Source: an optimization exercise on an open RTL-to-GDS flow (aim: small area, a short achievable clock period and few clock cycles). Production flows keep margins and buffers that such runs may drop.
Function was checked by simulation only, so behaviour that the tests miss may differ from the original.

Design nandio_core, start of the top module:
module nandio_core (
    input  wire        clk,
    input  wire        rst,
    input  wire        rx_valid,
    input  wire [7:0]  rx_data,
    output wire        rx_ready,
    output wire        tx_valid,
    output wire [7:0]  tx_data,
    output wire        tx_last,
    input  wire        tx_ready,
    output wire        op_valid,
    output wire [3:0]  op_code,
    output wire [31:0] op_arg,
    input  wire        op_ready,
    input  wire [7:0]  op_rdata,
    input  wire [7:0]  dev_id,
    input  wire [31:0] baud,
    input  wire [31:0] free_mem
);
    localparam [15:0] CRC16_SEED = 16'hA281;
    localparam [3:0] OP_ENABLE  = 4'd1;
    localparam [3:0] OP_DISABLE = 4'd2;
    localparam [3:0] OP_CMD     = 4'd3;
    localparam [3:0] OP_ALE     = 4'd4;
    localparam [3:0] OP_WRITE   = 4'd5;
    localparam [3:0] OP_DIR_IN  = 4'd6;
    localparam [3:0] OP_READ    = 4'd7;
    localparam [3:0] OP_WAIT    = 4'd8;
    localparam [3:0] OP_SLEEP   = 4'd9;
    localparam [2:0] T_PING    = 3'd0;
    localparam [2:0] T_BOOT    = 3'd1;
    localparam [2:0] T_RESTART = 3'd2;
    localparam [2:0] T_READID  = 3'd3;
    localparam [2:0] T_PAGE    = 3'd4;
    localparam [2:0] T_ERR1    = 3'd5;     
    localparam [2:0] T_ERR2    = 3'd6;
    localparam [2:0] T_ERR3    = 3'd7;
    localparam [1:0] P_HDR = 2'd0;
    localparam [1:0] P_PAY = 2'd1;
    localparam [1:0] P_TRL = 2'd2;
    reg        rx_rdy;
    reg [3:0]  rcnt;         
    reg        rpay;         
    reg        rcfg;         
    reg        rxq_v;        
    reg [7:0]  eng_r;        
    reg        q_c16;        
    reg        q_c32;        
    reg        q_pull;       
    reg        q_sz;         
    reg        q_dz;         
    reg        q_cmp;        
    reg        q_last;       
    reg        q_mbad;       
    reg        bad;
    reg [1:0]  clo;          
    reg [1:0]  chi;          
    reg        cfg_wait;
    reg [31:0] cfg_size;
    reg [31:0] cfg_delay;
    reg        cfg_pull;
    reg        cfg_snz;      
    reg        cfg_dnz;      
    reg        snz_p;        
    reg        dnz_p;
    reg [64:0] p;
    reg [2:0]  an;
    reg [31:0] crc;
    reg        busy;
    reg        tx_run;
    reg [2:0]  ptype;
    reg [1:0]  tph;
    reg [3:0]  tidx;
    reg        out_v;
    reg [7:0]  out_d;
    reg        out_l;
    reg        out_new;      
    reg        k_c16;        
  ...
==> flow/config.mk <==
export PLATFORM = sky130hd
export DESIGN_NAME = nandio_core
export DESIGN_NICKNAME = nandio_core
export VERILOG_FILES = /design/flow/design.v
export SDC_FILE = /design/flow/constraint.sdc
export NUM_CORES = 4
export LEC_CHECK = 0
export CAP_MARGIN = 20
export CORE_MARGIN = 2
export CORE_UTILIZATION = 40
export SLEW_MARGIN = 20
==> flow/constraint.sdc <==
create_clock -name core_clock -period 10.0 [get_ports {clk}]
set_input_delay 2.0000 -clock core_clock [delete_from_list [all_inputs] [get_ports {clk}]]
set_output_delay 2.0000 -clock core_clock [all_outputs]
set_load 0.01 [all_outputs]
standard.sh (not shown) runs the stock make flow with config.mk's settings and CLKGATE_MAP_FILE= SYNTH_SCRIPT=/design/flow/synth_recipe.tcl, a recipe that flattens the netlist after the stock synthesis.
==> flow/flow/run.sh <==
#!/bin/bash
set -euo pipefail
bash standard.sh SETUP_SLACK_MARGIN=6.8 CORE_UTILIZATION=60 \
  "BUFFER_PORTS_ARGS=-buffer_cell sky130_fd_sc_hd__buf_2" \
  CTS_BUF_LIST=sky130_fd_sc_hd__clkbuf_8 \
  finish > standard_flow.log 2>&1
The starting point completed with no timing, DRC or antenna violations.
Testbench counts at the start, summed over its fixed seeds: cycles 95,848.
Change:
--- a/flow/design.v
+++ b/flow/design.v
@@ -298,16 +298,23 @@
         | ({8{s_szk[0]}} & cfg_size[7:0])   | ({8{s_szk[1]}} & cfg_size[15:8])
         | ({8{s_szk[2]}} & cfg_size[23:16]) | ({8{s_szk[3]}} & cfg_size[31:24])
         | ({8{s_dev}}    & dev_id)
         | ({8{s_bd[0]}}  & baud[7:0])       | ({8{s_bd[1]}}  & baud[15:8])
         | ({8{s_bd[2]}}  & baud[23:16])     | ({8{s_bd[3]}}  & baud[31:24])
         | ({8{s_fm[0]}}  & free_mem[7:0])   | ({8{s_fm[1]}}  & free_mem[15:8])
         | ({8{s_fm[2]}}  & free_mem[23:16]) | ({8{s_fm[3]}}  & free_mem[31:24])
         | ({8{s_skid}}   & skid_d)          | ({8{s_rd}}     & op_rdata);
+    wire k_n_c16 = (tph == P_HDR) && (tidx < 4'd10);
+    wire k_n_c32 = (tph == P_PAY) && (!stream || skid_v || rd_fire);
+    wire k_n_sh  = ((tph == P_HDR) && (tidx == 4'd10)) ||
+                   ((tph == P_PAY) && stream && !skid_v && !rd_fire) ||
+                   ((tph == P_TRL) && (tidx != 4'd3));
+    wire k_n_i32 = (tph == P_HDR) && (tidx == 4'd11);
+    wire k_n_i16 = (tph == P_TRL) && (tidx == 4'd3) && chain;
     wire       crc_sel = (tph == P_TRL) || ((tph == P_HDR) && tidx[3] && tidx[1]) ||
                          ((tph == P_PAY) && stream && !skid_v && !rd_fire);
     reg [3:0]  n_c;
     reg [7:0]  n_a;
     reg        n_sl;
     always @(*) begin
         n_c  = OP_READ;
         n_a  = 8'h00;
@@ -421,16 +428,32 @@
             busy   <= 1'b1;
             tx_run <= 1'b1;
             ptype  <= t;
             tph    <= P_HDR;
             tidx   <= 4'd0;
         end
     endtask
     always @(posedge clk) begin
+        q_c16  <= !rpay && (rcnt < 4'd10);
+        q_c32  <= rpay && (rcnt < sum_len);
+        q_pull <= rcfg && (rcnt == 4'd8);
+        q_sz   <= rcfg && (rcnt < 4'd4);
+        q_dz   <= rcfg && (rcnt[3:2] == 2'd1);
+        q_cmp  <= (rcnt >= sum_len);
+        q_last <= (rcnt == last_idx);
+        q_mbad <= !rpay && (rcnt < 4'd4) && (rx_data != magic_b);
+        eng_r  <= rx_rdy ? rx_data : dat_b;
+        k_c16  <= k_n_c16;
+        k_c32  <= k_n_c32;
+        k_sh   <= k_n_sh;
+        k_i32  <= k_n_i32;
+        k_i16  <= k_n_i16;
+    end
+    always @(posedge clk) begin
         if (rst) begin
             rx_rdy   <= 1'b1;
             rcnt     <= 4'd0;
             rpay     <= 1'b0;
             rcfg     <= 1'b0;
             rxq_v    <= 1'b0;
             bad      <= 1'b0;
             cfg_wait <= 1'b0;
@@ -446,26 +469,17 @@
             ev_dec   <= 1'b0;
             skid_v   <= 1'b0;
             op_run   <= 1'b0;
             op_v     <= 1'b0;
             opv_q    <= 1'b0;
         end else begin
             rxq_v <= rx_fire;
             if (rx_fire) begin
-                eng_r  <= rx_data;
                 rcnt   <= rcnt + 4'd1;
-                q_c16  <= !rpay && (rcnt < 4'd10);
-                q_c32  <= rpay && (rcnt < sum_len);
-                q_pull <= rcfg && (rcnt == 4'd8);
-                q_sz   <= rcfg && (rcnt < 4'd4);
-                q_dz   <= rcfg && (rcnt[3:2] == 2'd1);
-                q_cmp  <= (rcnt >= sum_len);
-                q_last <= (rcnt == last_idx);
-                q_mbad <= !rpay && (rcnt < 4'd4) && (rx_data != magic_b);
                 if (rcnt == last_idx)
                     rx_rdy <= 1'b0;
                 if (!rpay && rcnt == 4'd4)
                     clo <= (rx_data == 8'h00) ? 2'd0 : (rx_data == 8'h01) ? 2'd1 :
                            (rx_data == 8'h02) ? 2'd2 : 2'd3;
                 if (!rpay && rcnt == 4'd5)
                     chi <= (rx_data == 8'h00) ? 2'd0 : (rx_data == 8'h01) ? 2'd1 : 2'd2;
             end
@@ -538,56 +552,40 @@
             if (rd_fire)
                 skid_d <= op_rdata;
             skid_v <= skid_v_n;
             if (tfree)
                 out_v <= 1'b0;
             out_new <= tx_ld;
             if (tx_ld) begin
                 out_d <= crc_sel ? crc_tx_lo : dat_b;
-                eng_r <= dat_b;
             end
             if (ld_hdr) begin
                 out_v <= 1'b1;
                 out_l <= 1'b0;
-                k_c16 <= (tidx < 4'd10);
-                k_c32 <= 1'b0;
-                k_sh  <= (tidx == 4'd10);
-                k_i32 <= (tidx == 4'd11);
-                k_i16 <= 1'b0;
                 tidx  <= tidx + 4'd1;
                 if (tidx == 4'd11) begin
                     tph  <= P_PAY;
                     tidx <= 4'd0;
                 end
             end
             if (ld_skid || ld_rd || ld_one) begin
                 out_v <= 1'b1;
                 out_l <= 1'b0;
-                k_c16 <= 1'b0;
-                k_c32 <= 1'b1;
-                k_sh  <= 1'b0;
-                k_i32 <= 1'b0;
-                k_i16 <= 1'b0;
             end
             if (ld_one) begin
                 tidx <= tidx + 4'd1;
                 if (ptype != T_PING || tidx == 4'd10) begin
                     tph  <= P_TRL;
                     tidx <= 4'd0;
                 end
             end
             if (ld_str_trl || ld_trl) begin
                 out_v <= 1'b1;
                 out_l <= (tidx == 4'd3);
-                k_c16 <= 1'b0;
-                k_c32 <= 1'b0;
-                k_sh  <= (tidx != 4'd3);
-                k_i32 <= 1'b0;
-                k_i16 <= (tidx == 4'd3) && chain;
                 tidx  <= tidx + 4'd1;
                 tph   <= P_TRL;
                 if (tidx == 4'd3) begin
                     if (chain) begin
                         ptype <= T_ERR2;
                         tph   <= P_HDR;
                         tidx  <= 4'd0;
                     end else begin
Outcome:
- The changed run passed the timing, DRC and antenna checks
- synthesized area came out lower by 0.39%
- hold slack gains 0.0072 ns
- fmax stays flat
- synthesized cell count came out higher by 1.0%
- cell count came out higher by 0.62%
Testbench counts after the change, summed over its fixed seeds: cycles 95,848.

-- afterwards: timing with drivers on the ports --
Ports are ideal in the flow. The routed layouts listed here were re-timed in OpenROAD. Step 1 assumes that a clkbuf_16 drives the clock port and a buf_2 every other input. Step 2 moves the port delays by t, midway between the first and last clock arrival at a register: inputs arrive t later, outputs are due t later. That takes back most of the time a late clock gives input paths. a / b / c = ideal ports / drivers / drivers and shift; a / b = the first two.
| run | t, ns | setup slack, ns | clock arrival spread, ns |
|---|---|---|---|
| the first run | 0.601 | 6.701 / 6.654 / 6.153 | 0.027 / 0.027 |
| the second run | 0.614 | 6.698 / 6.654 / 6.293 | 0.034 / 0.034 |
After both steps every run listed still meets setup and hold. The setup slack of the first run, which loses most, moves by -0.047 ns with the drivers and by -0.548 ns with both steps.
